From an optimization exercise on the open Yosys and OpenROAD flow, aimed at small area, a short achievable clock period and few clock cycles per item; shortcuts taken in it are not production practice. In this exercise RTL edits were held to simulation tests only and were not proved equivalent to the original.

==> design/flow/design.v <==
module aes_sbox(input wire [7:0] a, output wire [7:0] y);
  wire U0=a[7],U1=a[6],U2=a[5],U3=a[4],U4=a[3],U5=a[2],U6=a[1],U7=a[0];
  wire T1=U0^U3, T2=U0^U5, T3=U0^U6, T4=U3^U5, T5=U4^U6, T6=T1^T5, T7=U1^U2, T8=U7^T6;
  wire T9=U7^T7, T10=T6^T7, T11=U1^U5, T12=U2^U5, T13=T3^T4, T14=T6^T11, T15=T5^T11, T16=T5^T12;
  wire T17=T9^T16, T18=U3^U7, T19=T7^T18, T20=T1^T19, T21=U6^U7, T22=T7^T21, T23=T2^T22, T24=T2^T10;
  wire T25=T20^T17, T26=T3^T16, T27=T1^T12;
  wire M1=T13&T6, M2=T23&T8, M3=T14^M1, M4=T19&U7, M5=M4^M1, M6=T3&T16, M7=T22&T9, M8=T26^M6;
  wire M9=T20&T17, M10=M9^M6, M11=T1&T15, M12=T4&T27, M13=M12^M11, M14=T2&T10, M15=M14^M11, M16=M3^M2;
  wire M17=M5^T24, M18=M8^M7, M19=M10^M15, M20=M16^M13, M21=M17^M15, M22=M18^M13, M23=M19^T25, M24=M22^M23;
  wire M25=M22&M20, M26=M21^M25, M27=M20^M21, M28=M23^M25, M29=M28&M27, M30=M26&M24, M31=M20&M23, M32=M27&M31;
  wire M33=M27^M25, M34=M21&M22, M35=M24&M34, M36=M24^M25, M37=M21^M29, M38=M32^M33, M39=M23^M30, M40=M35^M36;
  wire M41=M38^M40, M42=M37^M39, M43=M37^M38, M44=M39^M40, M45=M42^M41;
  wire M46=M44&T6, M47=M40&T8, M48=M39&U7, M49=M43&T16, M50=M38&T9, M51=M37&T17, M52=M42&T15, M53=M45&T27;
  wire M54=M41&T10, M55=M44&T13, M56=M40&T23, M57=M39&T19, M58=M43&T3, M59=M38&T22, M60=M37&T20, M61=M42&T1;
  wire M62=M45&T4, M63=M41&T2;
  wire L0=M61^M62, L1=M50^M56, L2=M46^M48, L3=M47^M55, L4=M54^M58, L5=M49^M61, L6=M62^L5, L7=M46^L3;
  wire L8=M51^M59, L9=M52^M53, L10=M53^L4, L11=M60^L2, L12=M48^M51, L13=M50^L0, L14=M52^M61, L15=M55^L1;
  wire L16=M56^L0, L17=M57^L1, L18=M58^L8, L19=M63^L4, L20=L0^L1, L21=L1^L7, L22=L3^L12, L23=L18^L2;
  wire L24=L15^L9, L25=L6^L10, L26=L7^L9, L27=L8^L10, L28=L11^L14, L29=L11^L17;
  assign y[7]=L6^L24; assign y[6]=~(L16^L26); assign y[5]=~(L19^L28); assign y[4]=L6^L21;
  assign y[3]=L20^L22; assign y[2]=L25^L29; assign y[1]=~(L13^L27); assign y[0]=~(L6^L23);
endmodule
module aes128_iter (
    input  wire         clk,
    input  wire         rst,
    input  wire         start,
    input  wire [127:0] key,
    input  wire [127:0] block,
    output reg          busy,
    output wire         fin,
    output wire [127:0] out
);
  reg [127:0] state;
  reg [127:0] rk;
  reg [3:0]   round;
  wire [127:0] sb;
  genvar g;
  generate
    for (g = 0; g < 16; g = g + 1) begin : g_sb
      aes_sbox u_sbox (.a(state[8*g +: 8]), .y(sb[8*g +: 8]));
    end
  endgenerate
  function [7:0] byte_of;
    input [127:0] t;
    input integer k;
    begin
      byte_of = t[127 - 8*k -: 8];
    end
  endfunction
  reg [127:0] sr;
  integer r, c;
  always @* begin
    for (c = 0; c < 4; c = c + 1)
      for (r = 0; r < 4; r = r + 1)
        sr[127 - 8*(r + 4*c) -: 8] = byte_of(sb, r + 4*((c + r) % 4));
  end
  function [7:0] xtime;
    input [7:0] a;
    begin
      xtime = {a[6:0], 1'b0} ^ (a[7] ? 8'h1b : 8'h00);
    end
  endfunction
  function [31:0] mix_col;
    input [31:0] col;
    reg [7:0] a0, a1, a2, a3;
    begin
      a0 = col[31:24];
      a1 = col[23:16];
      a2 = col[15:8];
      a3 = col[7:0];
      mix_col[31:24] = xtime(a0) ^ (xtime(a1) ^ a1) ^ a2 ^ a3;
      mix_col[23:16] = a0 ^ xtime(a1) ^ (xtime(a2) ^ a2) ^ a3;
      mix_col[15:8]  = a0 ^ a1 ^ xtime(a2) ^ (xtime(a3) ^ a3);
      mix_col[7:0]   = (xtime(a0) ^ a0) ^ a1 ^ a2 ^ xtime(a3);
    end
  endfunction
  wire [127:0] mc = {mix_col(sr[127:96]), mix_col(sr[95:64]),
                     mix_col(sr[63:32]),  mix_col(sr[31:0])};
  reg [7:0] rcon;
  always @* begin
    case (round)
      4'd1:    rcon = 8'h01;
      4'd2:    rcon = 8'h02;
      4'd3:    rcon = 8'h04;
      4'd4:    rcon = 8'h08;
      4'd5:    rcon = 8'h10;
      4'd6:    rcon = 8'h20;
      4'd7:    rcon = 8'h40;
      4'd8:    rcon = 8'h80;
      4'd9:    rcon = 8'h1b;
      4'd10:   rcon = 8'h36;
      default: rcon = 8'h00;
    endcase
  end
  wire [31:0] w0 = rk[127:96];
  wire [31:0] w1 = rk[95:64];
  wire [31:0] w2 = rk[63:32];
  wire [31:0] w3 = rk[31:0];
  wire [31:0] rot = {w3[23:0], w3[31:24]};
  wire [31:0] sub;
  aes_sbox u_ks0 (.a(rot[31:24]), .y(sub[31:24]));
  aes_sbox u_ks1 (.a(rot[23:16]), .y(sub[23:16]));
  aes_sbox u_ks2 (.a(rot[15:8]),  .y(sub[15:8]));
  aes_sbox u_ks3 (.a(rot[7:0]),   .y(sub[7:0]));
  wire [31:0] n0 = w0 ^ sub ^ {rcon, 24'h000000};
  wire [31:0] n1 = w1 ^ n0;
  wire [31:0] n2 = w2 ^ n1;
  wire [31:0] n3 = w3 ^ n2;
  wire [127:0] next_rk = {n0, n1, n2, n3};
  assign fin = busy && (round == 4'd10);
  assign out = sr ^ next_rk;
  always @(posedge clk) begin
    if (rst) begin
      busy  <= 1'b0;
      round <= 4'd0;
    end else begin
      if (start) begin
        state <= block ^ key;
        rk    <= key;
        round <= 4'd1;
        busy  <= 1'b1;
      end else if (busy) begin
        state <= mc ^ next_rk;
        rk    <= next_rk;
        if (round == 4'd10) begin
          busy <= 1'b0;
        end else begin
          round <= round + 4'd1;
        end
      end
    end
  end
endmodule
module gpc_ppa (
    input  wire         clk,
    input  wire         rst,
    input  wire         start,
    input  wire         op,
    input  wire [255:0] key,
    input  wire [63:0]  point,
    output wire         ready,
    output reg          done,
    output reg  [63:0]  result,
    output reg          err
);
  localparam OP_KEYLD = 1'b0;
  localparam [1:0] S_IDLE = 2'd0;
  localparam [1:0] S_KEY  = 2'd1;
  localparam [1:0] S_ANON = 2'd2;
  localparam [1:0] S_FIN  = 2'd3;
  function [55:0] rev56;
    input [55:0] x;
    integer k;
    begin
      for (k = 0; k < 56; k = k + 1) rev56[k] = x[55-k];
    end
  endfunction
  function [55:0] pre_or;
    input [55:0] x;
    reg [55:0] t;
    begin
      t = x;
      t = t | (t << 1);
      t = t | (t << 2);
      t = t | (t << 4);
      t = t | (t << 8);
      t = t | (t << 16);
      t = t | (t << 32);
      pre_or = t;
    end
  endfunction
  reg [1:0]   st;
  reg [127:0] ck;
  reg [127:0] padc;
  reg         keyv;
  reg         cv;       
  reg [55:0]  pw;       
  reg [55:0]  pf;       
  reg [63:0]  v;
  reg [55:0]  xd;       
  reg [55:0]  dn;       
  reg [55:0]  fl;       
  assign ready = (st == S_IDLE);
  wire accept = start && ready;
  wire [55:0] a_in  = rev56(point[55:0]);
  wire [55:0] x_in  = a_in ^ rev56(padc[127:72]);
  wire [55:0] m_in  = ~{pre_or(a_in ^ pw), 1'b0};             
  wire [55:0] d_in  = cv ? ({x_in[54:0], 1'b0} & ~m_in) : {x_in[54:0], 1'b1};
  wire        pf_l  = |(pf & m_in & ~{1'b0, m_in[55:1]});     
  wire [55:0] fl_in = (pf & m_in) | ({56{pf_l}} & ~m_in);
  wire         eng_fin;
  wire         eng_busy;
  wire [127:0] eng_out;
  wire [55:0]  dn_cur = pre_or(dn);                           
  wire [55:0]  dn_nxt = dn & ~(dn_cur & ~{dn_cur[54:0], 1'b0});
  wire [55:0]  dsel   = eng_busy ? dn_nxt : dn;
  wire [55:0]  below  = ~pre_or(dsel);
  wire [127:0] tblk   = padc ^ {rev56(xd & below), 72'd0};
  wire         f       = eng_out[127];
  wire [55:0]  fl_upd  = (fl & ~dn_cur) | ({56{f}} & dn_cur);
  wire         go_anon = (st == S_ANON) && ((!eng_busy) || (eng_fin && dn_nxt != 56'd0));
  wire         eng_start = (accept && op == OP_KEYLD) || go_anon;
  wire [127:0] eng_key   = (st == S_IDLE) ? key[255:128] : ck;
  wire [127:0] eng_blk   = (st == S_IDLE) ? key[127:0] : tblk;
  aes128_iter u_aes (
      .clk  (clk),
      .rst  (rst),
      .start(eng_start),
      .key  (eng_key),
      .block(eng_blk),
      .busy (eng_busy),
      .fin  (eng_fin),
      .out  (eng_out)
  );
  always @(posedge clk) begin
    if (rst) begin
      st     <= S_IDLE;
      ck     <= 128'd0;
      padc   <= 128'd0;
      keyv   <= 1'b0;
      cv     <= 1'b0;
      pw     <= 56'd0;
      pf     <= 56'd0;
      v      <= 64'd0;
      xd     <= 56'd0;
      dn     <= 56'd0;
      fl     <= 56'd0;
      done   <= 1'b0;
      result <= 64'd0;
      err    <= 1'b0;
    end else begin
      done <= 1'b0;
      case (st)
        S_IDLE: begin
          if (accept) begin
            if (op == OP_KEYLD) begin
              ck   <= key[255:128];
              keyv <= 1'b0;
              cv   <= 1'b0;
              st   <= S_KEY;
            end else if (!keyv) begin
              result <= 64'd0;
              err    <= 1'b1;
              done   <= 1'b1;
            end else begin
              v  <= point;
              xd <= x_in;
              dn <= d_in;
              fl <= fl_in;
              st <= (d_in == 56'd0) ? S_FIN : S_ANON;
            end
          end
        end
        S_KEY: begin
          if (eng_fin) begin
            padc <= eng_out;
            keyv <= 1'b1;
            err  <= 1'b0;
            done <= 1'b1;
            st   <= S_IDLE;
          end
        end
        S_ANON: begin
          if (eng_fin) begin
            fl <= fl_upd;
            dn <= dn_nxt;
            if (dn_nxt == 56'd0) st <= S_FIN;
          end
        end
        S_FIN: begin
          result <= {v[63:56], v[55:0] ^ rev56(fl)};
          err    <= 1'b0;
          done   <= 1'b1;
          pw     <= rev56(v[55:0]);
          pf     <= fl;
          cv     <= 1'b1;
          st     <= S_IDLE;
        end
      endcase
    end
  end
endmodule
==> design/flow/run.sh <==
#!/bin/bash
# synth_recipe.tcl (not shown) runs the flow's synth.tcl, then flattens the netlist and writes it again
# the make line also repeats each setting of config.mk as NAME=value (left out here)
make -C /OpenROAD-flow-scripts/flow DESIGN_CONFIG=/design/flow/config.mk WORK_HOME=/design/flow/orfs CLKGATE_MAP_FILE= SYNTH_SCRIPT=/design/flow/synth_recipe.tcl finish
==> design/flow/config.mk <==
export PLATFORM = sky130hd
export DESIGN_NAME = gpc_ppa
export DESIGN_NICKNAME = gpc_ppa
export VERILOG_FILES = /design/flow/design.v
export SDC_FILE = /design/flow/constraint.sdc
export NUM_CORES = 4
export LEC_CHECK = 0
export CAP_MARGIN = 20
export CORE_MARGIN = 2
export CORE_UTILIZATION = 20
export GPL_ROUTABILITY_DRIVEN = 1
export PLACE_DENSITY = 0.28
export SLEW_MARGIN = 20
==> design/flow/constraint.sdc <==
create_clock -name core_clock -period 10.0 [get_ports {clk}]
set_input_delay 2.0000 -clock core_clock [delete_from_list [all_inputs] [get_ports {clk}]]
set_output_delay 2.0000 -clock core_clock [all_outputs]
set_load 0.01 [all_outputs]
==> flow_metrics.tcl <==
set metrics [dict create \
    run_status "timing/DRC/antenna clean" \
    hold_ws_ps 455 \
    final.fill_count 51900 \
    cts_setup_buffers 0 \
    hp-class "reg2reg" \
    area_growth_pct 16.1 \
    initial_utilization 0.201 \
    reg2reg_slack_ps 1460 \
    critical_path.reg2reg.endpoint "u_aes.state[49]" \
    worst-slew-pin-transition_ps 1180 \
    routed-via-count 89900 \
    holdPathEnd "result[62]" \
    ys_dominant_reg_cell "dfxtp_1" \
    final_max_slew_viol_count 0 \
    synth_adder_area_share 0.00809 \
    drt-pass1-iter-count 6 \
    dp_hpwl_um 394000 \
    ys_top_cells_by_area "dfxtp_1 14%, xnor2_1 13%, edfxtp_1 8.1%" \
    arrival_ps 9030 \
    yosysSeqAreaShare 0.224 \
    hold_path_startpoint "v[62]" \
    grt_overflow 0 \
    timing.critical_path.from_type "flip-flop" \
    ratio_of_final_minimum_period_to_clock_period 0.854 \
    ff_latch_area_mm2 0.0212 \
    synth-xor-area-share 0.302 \
    detail_route.wl_per_cell_um 28.0 \
    finalCriticalPeriod_ps 8540 \
    clock-sinks 930 \
    1st_iter_drt_viols 7771 \
    worstSetupPathType "reg2reg" \
    synth.net_count 12200 \
    setup_tns_ps 0 \
    syn_area_mm2 0.0946 \
    pin_count 391 \
    drt_wl_total_um 509000 \
    fp.dieArea_mm2 0.479 \
    clk_pin_slew_worst_paths_ps 60 \
    fp.dieH_um 692 \
    antenna_found_initial 25 \
    async_flop_share 0 \
    cts-root-to-sink-buffers 4 \
    largest_net_degree_at_the_start_of_global_routing 145 \
    tritoncts_buffer_count 140 \
    drt-vias-per-instance 4.95 \
    synth-simple-area-share 0.185 \
    report.final.setup_viol 0 \
    finalWeightedCongestion 0.879 \
    critPathCaptureType "flip-flop" \
    holdPathStages 2 \
    final_layout_size_suffix_gt1_frac 0.0681 \
    detail_route.drc_violations 0 \
    synth_mux_area_frac 0.0210 \
    post_synth_inst_count 11900 \
    synth_largest_type_area_fraction 0.143 \
    worstSetupStartpoint "u_aes.rk[15]" \
    achievable-frequency_mhz 117 \
    fp.dieW_um 692 \
    antenna_left 0 \
    critPathMaxFanout 23 \
    floorplan.rows 252 \
    synth_warnings 2 \
    finalNetCount 12200 \
    rsz0062_at_grt "false" \
    max-cap-violations 0 \
    worst_r2r_path_depth 19 \
    post-route-util 0.233 \
    worstPathRequired_ps 10490 \
    area_of_combinational_cells_with_multiple_inputs_mm2 0.0697 \
    synth_compound_gate_area_share 0.216 \
    synth_enable_flop_cells 256 \
    crit-reg2reg-launch "u_aes.rk[15]" \
    wire_length_of_the_first_global_routing_pass_um 712000 \
    portBuffers 390 \
    grt_pass1_vias 87700 \
    cts_root_buffer "clkbuf_16" \
    worst_slew_margin_rel 0.206 \
    clock_tree_from_tritoncts "done" \
    synth.avg_cell_area_um2 7.97 \
    synth.lib_cells_used.distinct 128 \
    core_area_mm2 0.471 \
    cts_hold_buffers 0 \
    cts_resized 0 \
    report.final.hold_viol_count 0 \
    flip_flop_and_latch_count_after_synthesis 930 \
    clock_latency_ps 870 \
    synth_area_leader_cell "dfxtp_1" \
    synth_top_family_by_area "XOR/XNOR gates" \
    cts-htree-levels 4 \
    global_route.usage.total 0.204 \
    skew_ps 76.8 \
]
-- cell usage in the layout (no fill, tap or decap), drive strengths merged, types with 77 or more instances in the layout --
cell type	synthesis	routed
o211ai	197	197
xnor3	271	271
a211oi	226	226
nor3	234	234
mux2i	154	154
clkdlybuf4s50	0	389
buf	244	259
nor4	85	85
nand2	1774	1774
dfxtp	674	674
nand3	335	335
and3	124	124
o22ai	94	94
o21ai	592	592
clkbuf	601	206
a21oi	1081	1081
nor2	818	818
nor2b	77	77
inv	140	146
xor2	801	801
xnor2	1490	1490
a31oi	177	177
edfxtp	256	256
o221ai	82	82
-- final cells by class --
type	count	area share
timing repair buffer	648	0.0552
clock buffer	206	0.0373
multi-input combinational	9946	0.634
clock inverter	44	0.00406
tap	6223	0.0709
antenna	9	0.000205
inverter	144	0.00499
sequential	930	0.193
-- kinds of logic after synthesis --
logic type / after synthesis
and+or+nand+nor: 3893
AOI/OAI and AO/OA: 3170
DFF: 930
buffers and inverters: 990
muxes: 190
xor gates and xnor gates: 2628
adders and majority gates: 65
-- how the worst max path moves through the flow --
| stage | endpoint | slack [ps] | cells past startpoint |
|---|---|---|---|
| 2_1_floorplan | u_aes.rk[0] | 2570 | 6 |
| 3_5_place_dp | flip-flop | 1140 | 19 |
| 6_report | u_aes.state[49] | 1460 | 19 |
| 5_1_grt | u_aes.state[49] | 1160 | 19 |
| 4_1_cts | u_aes.state[20] | 1490 | 16 |
| 3_3_place_gp | u_aes.rk[23] | 1040 | 16 |
-- synth_stat cells (34+ instances only) --
| library cell | count |
|---|---|
| xor2_1 | 773 |
| nand4_1 | 67 |
| or2_2 | 41 |
| or3_1 | 73 |
| nor4_1 | 82 |
| a22oi_1 | 70 |
| o22ai_1 | 94 |
| o211ai_1 | 195 |
| xnor2_2 | 67 |
| o21ai_1 | 38 |
| a21oi_1 | 1079 |
| xnor2_1 | 1417 |
| and2_1 | 65 |
| a221oi_1 | 42 |
| o21a_1 | 38 |
| buf_1 | 52 |
| o31ai_1 | 42 |
| nand2b_1 | 69 |
| o211a_1 | 43 |
| a211oi_1 | 219 |
| inv_1 | 139 |
| dfxtp_1 | 674 |
| clkbuf_1 | 597 |
| xnor3_1 | 259 |
| a21o_1 | 34 |
| ha_1 | 46 |
| nor3_1 | 228 |
| mux2i_1 | 153 |
| nand2_1 | 1772 |
| edfxtp_1 | 256 |
| xor3_1 | 56 |
| o32ai_1 | 41 |
| a21boi_0 | 34 |
| a31oi_1 | 175 |
| o221ai_1 | 82 |
| nand3_1 | 335 |
| nor2_1 | 809 |
| nor2b_1 | 77 |
| and3_1 | 124 |
| o21ai_0 | 552 |
| buf_2 | 159 |
-- through the flow --
| stage | setup slack [ps] | std cells | instance area, um^2 |
|---|---|---|---|
| 2_1_floorplan | 2570 | 11900 | 94600 |
| 3_3_place_gp | 1040 | 17900 | 105000 |
| 3_5_place_dp | 1140 | 17900 | 105000 |
| 4_1_cts | 1490 | 18100 | 110000 |
| 5_1_grt | 1160 | 18100 | 110000 |
| 6_report | 1460 | 18200 | 110000 |
-- flip-flops by register name, summed over array words and instances (netlist names), named ones only --
name         flops
u_aes.rk       128
err              1
pf              56
u_aes.state    128
xd              56
keyv             1
padc           128
v               64
result          64
u_aes.busy       1
done             1
st               2
cv               1
dn              56
pw              55
u_aes.round      4
ck             128
-- routing by layer --
metal,routed length [um],share of wire,vias to the layer above,GRT usage
li1,-,-,42100,-
met1,235000,0.46,44900,0.279
met2,241000,0.47,2458,0.345
met3,18700,0.037,408,0.0158
met4,14600,0.029,4,0.0511
met5,27,0.000053,-,0
-- worst max-delay path, cell delays in order (launching register included) --
cell	delay, ps
edfxtp_1	660
xnor2_1	700
xnor2_1	290
xnor2_1	550
ha_1	350
a21boi_0	150
o21a_1	260
o211ai_1	310
nand2_1	600
a31oi_1	360
o32ai_1	120
a311oi_1	350
xor2_1	410
xnor3_1	760
xnor2_2	170
buf_4	350
xor2_2	270
xnor3_1	460
xnor2_1	180
o21ai_0	830
Testbench counts, summed over its fixed seeds: cycles 69,062, items 384.

-- static timing again, ports no longer ideal --
The flow's constraints put no driver on any port. The routed layout listed below was extracted and timed again, unchanged, in two steps. Step 1, drivers: a clkbuf_16 drives clk and a buf_2 each remaining input, both assumed. Step 2 also shifts input and output timing later by t, the mid clock arrival at the registers, as if the neighbouring blocks saw the same clock. Three values: ideal, step 1, step 2; two values: the first two.
t (ns): 0.942
slack for setup (ns): 1.459 / 1.459 / 1.083
latest minus earliest clock arrival (ns): 0.080 / 0.080
worst slew at a driven data input, ns: 0.11
After both steps setup and hold are still met in this run. For this run, drivers alone change the setup slack by 0.000 ns; drivers and shift together by -0.376 ns.
